Source: an optimization exercise on an open RTL-to-GDS flow (aim: small area, a short achievable clock period and few clock cycles per item). Production flows keep margins and buffers that such runs may drop. Only simulation tests tie the RTL to the original design; equivalence was not proved.

--- config.mk ---
export PLATFORM = sky130hd
export DESIGN_NAME = sdr_detect
export DESIGN_NICKNAME = sdr_detect
export VERILOG_FILES = /design/flow/design.v
export SDC_FILE = /design/flow/constraint.sdc
export NUM_CORES = 4
export LEC_CHECK = 0
export CAP_MARGIN = 20
export CELL_PAD_IN_SITES_DETAIL_PLACEMENT = 1
export CELL_PAD_IN_SITES_GLOBAL_PLACEMENT = 2
export CORE_MARGIN = 2
export CORE_UTILIZATION = 30
export SLEW_MARGIN = 20
export SYNTH_MEMORY_MAX_BITS = 16384
--- constraint.sdc ---
create_clock -name core_clock -period 16.5 [get_ports {clk}]
set_input_delay 3.3000 -clock core_clock [delete_from_list [all_inputs] [get_ports {clk}]]
set_output_delay 3.3000 -clock core_clock [all_outputs]
set_load 0.01 [all_outputs]
--- design.v ---
module sdr_detect (
    input  wire        clk,
    input  wire        rst,           
    input  wire        tbl_we,
    input  wire [7:0]  tbl_waddr,
    input  wire [31:0] tbl_wdata,
    input  wire [8:0]  m,             
    input  wire        qam,           
    input  wire        in_valid,
    output wire        in_ready,
    input  wire [31:0] in_data,
    output reg         out_valid,
    output reg  [7:0]  out_idx,
    output reg  [31:0] out_point,
    output wire        idle
);
    reg  [31:0] table_q [0:255];
    always @(posedge clk) begin
        if (tbl_we)
            table_q[tbl_waddr] <= tbl_wdata;
    end
    reg         searching;
    reg  [31:0] sample;
    reg  [8:0]  k;
    reg  [7:0]  best_idx;
    reg  [33:0] best_dist;
    reg  [31:0] best_point;
    assign in_ready = ~searching;
    wire [31:0]        entry = table_q[k[7:0]];
    wire signed [16:0] di    = $signed({sample[31], sample[31:16]}) - $signed({entry[31], entry[31:16]});
    wire signed [16:0] dq    = $signed({sample[15], sample[15:0]})  - $signed({entry[15], entry[15:0]});
    wire [16:0]        adi   = di[16] ? -di : di;
    wire [16:0]        adq   = dq[16] ? -dq : dq;
    reg         v1, f1, l1;
    reg  [7:0]  k1;
    reg  [31:0] e1;
    reg  [16:0] adi1, adq1;
    wire [33:0]        sqi   = adi1 * adi1;
    wire [33:0]        sqq   = adq1 * adq1;
    wire [33:0]        cur_dist  = qam ? sqi + sqq : {17'd0, adi1};
    wire               take  = f1 || cur_dist < best_dist;
    assign idle = ~(searching | v1);
    always @(posedge clk) begin
        k1   <= k[7:0];
        e1   <= entry;
        adi1 <= adi;
        adq1 <= adq;
        f1   <= (k == 9'd0);
        l1   <= (k == m - 9'd1);
        if (rst) begin
            searching <= 1'b0;
            v1        <= 1'b0;
            out_valid <= 1'b0;
            out_idx   <= 8'd0;
            out_point <= 32'd0;
        end else begin
            v1        <= searching;
            out_valid <= 1'b0;
            if (!searching) begin
                if (in_valid) begin
                    sample    <= in_data;
                    k         <= 9'd0;
                    searching <= 1'b1;
                end
            end else begin
                k <= k + 9'd1;
                if (k == m - 9'd1)
                    searching <= 1'b0;
            end
            if (v1) begin
                if (take) begin
                    best_idx   <= k1;
                    best_dist  <= cur_dist;
                    best_point <= e1;
                end
                if (l1) begin
                    out_valid <= 1'b1;
                    if (take) begin
                        out_idx   <= k1;
                        out_point <= e1;
                    end else begin
                        out_idx   <= best_idx;
                        out_point <= best_point;
                    end
                end
            end
        end
    end
endmodule
--- run.sh ---
#!/bin/bash
# synth_recipe.tcl (not shown) runs the flow's synth.tcl, then flattens the netlist and writes it again
# the make line also repeats each setting of config.mk as NAME=value (left out here)
make -C /OpenROAD-flow-scripts/flow DESIGN_CONFIG=/design/flow/config.mk WORK_HOME=/design/flow/orfs CLKGATE_MAP_FILE= SYNTH_SCRIPT=/design/flow/synth_recipe.tcl finish
==> metrics.md <==
| Metric | Value |
|---|---|
| Outcome | no timing/DRC/antenna violations |
| Most common cell after layout, fill and taps aside | edfxtp_1 |
| Synth Register Bits | 8,434 |
| Die area | 1.14 mm2 |
| Initial antenna violation count | 100 |
| CP Class | flip-flop to flip-flop |
| Skew-Pair Late Insertion Delay | 1190 ps |
| CTS Buffer Depth | 5 |
| First-pass GRT wire length | 1,400,000 um |
| Synthesized area | 0.339 mm2 |
| Gp weighted congestion | 0.771 |
| Pre-CTS setup slack | 5900 ps |
| Critical path fanouts, max | 40 |
| Setup crit end | out_point[18] |
| Gate Count Post-Synth | 14,885 |
| ANT nets after route | 0 |
| Setup crit start kind | flip-flop |
| Reg-to-reg endpoint | out_point[18] |
| CTS tree | done |
| Cell Rows | 390 |
| WP data required | 17,520 ps |
| Yosys top cell by area | edfxtp_1 |
| Metal-1 WL | 440,000 um |
| # DRC | 0 |
| Number of global-route vias before repair | 168,980 |
| Most frequent cells in the layout | 8,307 x edfxtp_1, 2,624 x mux4_2, 876 x clkbuf_16 |
| Syn_area_per_cell | 22.8 um2 |
| Synth Net Count | 15,684 |
| CTS Hold Bufs | 0 |
| EDFF count, synth | 8,307 |
| Tcrit/Tclk final | 0.633 |
| Post-layout min period | 10,440 ps |
| Slowest cell delay on critical path | 790 ps |
| Primary FF master, synth | edfxtp_1 |
| Die H | 1070 um |
| I/O pin cnt | 129 |
| Fin. Hold Viols | 0 |
| Hold_sp | e1[14] |
| Fmax | 0.0958 GHz |
| Crit path from | adi1[3] |
| Layout cells sized above 1 | 0.305 |
| Initial drt markers | 18,624 |
| Post-CTS sizing | 0 |
| Depth of the most critical reg-to-reg path | 32 |
| Total Wirelength | 1,010,000 um |
| Vias per cell | 5.10 |
| Largest net degree at the start of global routing | 120 |
| Met3 WL | 56,600 um |
| Nets | 16,548 |
| Hold Slack | 533 ps |
| Top layer in use | met5 |
| Async set-reset flop share out of synthesis | 0 |
| H-tree depth | 6 |
| Root Driver | clkbuf_16 |
| Sequential share of the synthesized area | 0.743 |
| CTS sink count | 8,434 |
| Area Growth Syn to Fin | 15.5% |
| Die Width | 1070 um |
| GRT Util Overall | 0.175 |
| Critical path arrival | 11,460 ps |
| Core Footprint | 1.13 mm2 |
| Total number of vias | 160,087 |
| Worst Hold Class | flip-flop to flip-flop |
| Endpoints failing setup | 0 |
| Avg WL per Cell | 32.3 um |
| DR pass1 iterations | 7 |
| Clock transition at path regs | 70 ps |
| Worst reg2reg setup slack | 6060 ps |
| Setup crit end kind | flip-flop |
| Worst slew margin | 0.141 |
| Slowest-stage cell, CP | dfxtp_1 |
| Max cap viols | 0 |
| Met2 WL post-DR | 486,000 um |
| Synth warn | 1 |
| Final setup margin | 6060 ps |
| Clock Skew | 125 ps |
| Worst-Margin Slew | 1290 ps |
| Synth cell types | 75 |
| Final core occ | 0.347 |
| DP HPWL | 594,000 um |
| Final Instance Area | 0.392 mm2 |
| Initial Util | 0.301 |
| Total CTS buffers | 869 |
| Worst Path Buf+Inv | 6 |
| Setup TNS | 0 ps |
| RR Startpoint | adi1[3] |
| RSZ-0062 raised after global routing | false |
| CP delay by family, top | adder cells |
| Area share of the largest cell type after synthesis | 0.736 |
| Area post-placement | 0.363 mm2 |
| Post-CTS setup buffers | 0 |
| Ranking of synthesized cells by area | edfxtp_1 74%, mux4_2 17%, fa_1 2.6%, ha_1 0.98%, inv_1 0.76% |
| GR Overflow Total | 0 |
| Final Max Slew Viols | 0 |
| IO Port Bufs | 128 |
| CP most frequent cell | fa_1 |
| Crit. path cell count | 32 |
-- per-stage QoR --
stage	cells
finish	31389
global route	31355
detailed placement	29773
CTS	31341
floorplan	14885
global placement	29771
-- per-layer routing --
metal,track usage,vias up
li1,-,63617
met1,0.247,90401
met2,0.285,4928
met3,0.0225,1137
met4,0.0501,4
met5,0,-
-- cell usage after synthesis (16+ instances only) --
library cell,n
edfxtp_1,8307
mux4_2,2624
inv_1,688
clkbuf_1,491
nor2_1,465
fa_1,447
ha_1,266
nand2_1,216
buf_2,187
mux2_2,177
dfxtp_1,127
and2_1,117
xnor2_1,74
o22ai_1,68
a21oi_1,66
buf_1,59
o21ai_0,56
o21a_1,49
nand3_1,42
xor2_1,39
a21o_1,34
o221ai_1,31
inv_2,30
nor2b_1,26
nand4_1,22
nor3_1,17
o31ai_1,16
-- kinds of logic (layout without fill, tap and decap cells) --
family	Yosys count	count (layout)	share of synthesized area
xor+xnor	114	114	0.00297
fa+ha+maj	713	713	0.0362
other cells	0	47	0
buf+inv	1457	3018	0.0168
mux	2801	2801	0.180
simple gates	975	975	0.0130
flops	8434	8434	0.743
compound gates	391	391	0.00781
-- flip-flops by register name, indices dropped and copies added (netlist names), named ones only --
register and flops:
out_valid 1, f1 1, out_point 32, k1 8
e1 32, out_idx 8, l1 1, searching 1
adq1 17, v1 1, k 9, table_q 8192
sample 32, best_point 32, best_dist 34, adi1 17
best_idx 8
-- worst min-delay path by stage --
stage	to	slack [ps]	cells after the start
3_5_place_dp	best_point[3]	540	1
3_3_place_gp	best_idx[7]	530	1
2_1_floorplan	k1[2]	350	0
5_1_grt	best_point[17]	570	1
6_report	best_point[14]	530	1
4_1_cts	best_point[14]	530	1
-- layout make-up --
class | instances | area [um2]
Multi-Input combinational cell | 4994 | 83700
Tap cell | 14896 | 18600
Antenna cell | 47 | 118
Clock inverter | 504 | 5270
Sequential cell | 8434 | 252000
Clock buffer | 1064 | 22700
Fill cell | 109117 | 736000
Inverter | 718 | 2700
Timing Repair Buffer | 732 | 6400
Testbench counts, summed over its fixed seeds: cycles 82,608, samples 960.

[re-timing with driven ports]
The results above use ideal ports. As a check the final layout listed here was re-extracted and re-timed, cells and wires unchanged. Step 1 sets driving cells, clkbuf_16 on the clock port and buf_2 on the other inputs (assumed; they add their load-dependent delay and slew). Step 2 times the ports against the registers' clock, not the clock port: input delays grow and output delays shrink by t, the midpoint of the rising clock arrivals with the driver on. a / b / c = no drivers / after step 1 / after step 2; a / b = the first two.
shift t [ns]: 1.308
slack for setup (ns): 6.064 / 6.064 / 6.064
worst register clock-pin slew, ns: 0.08 / 0.08
After both steps setup and hold are still met in this run. For this run, drivers alone change the setup slack by 0.000 ns; drivers and shift together by 0.000 ns.
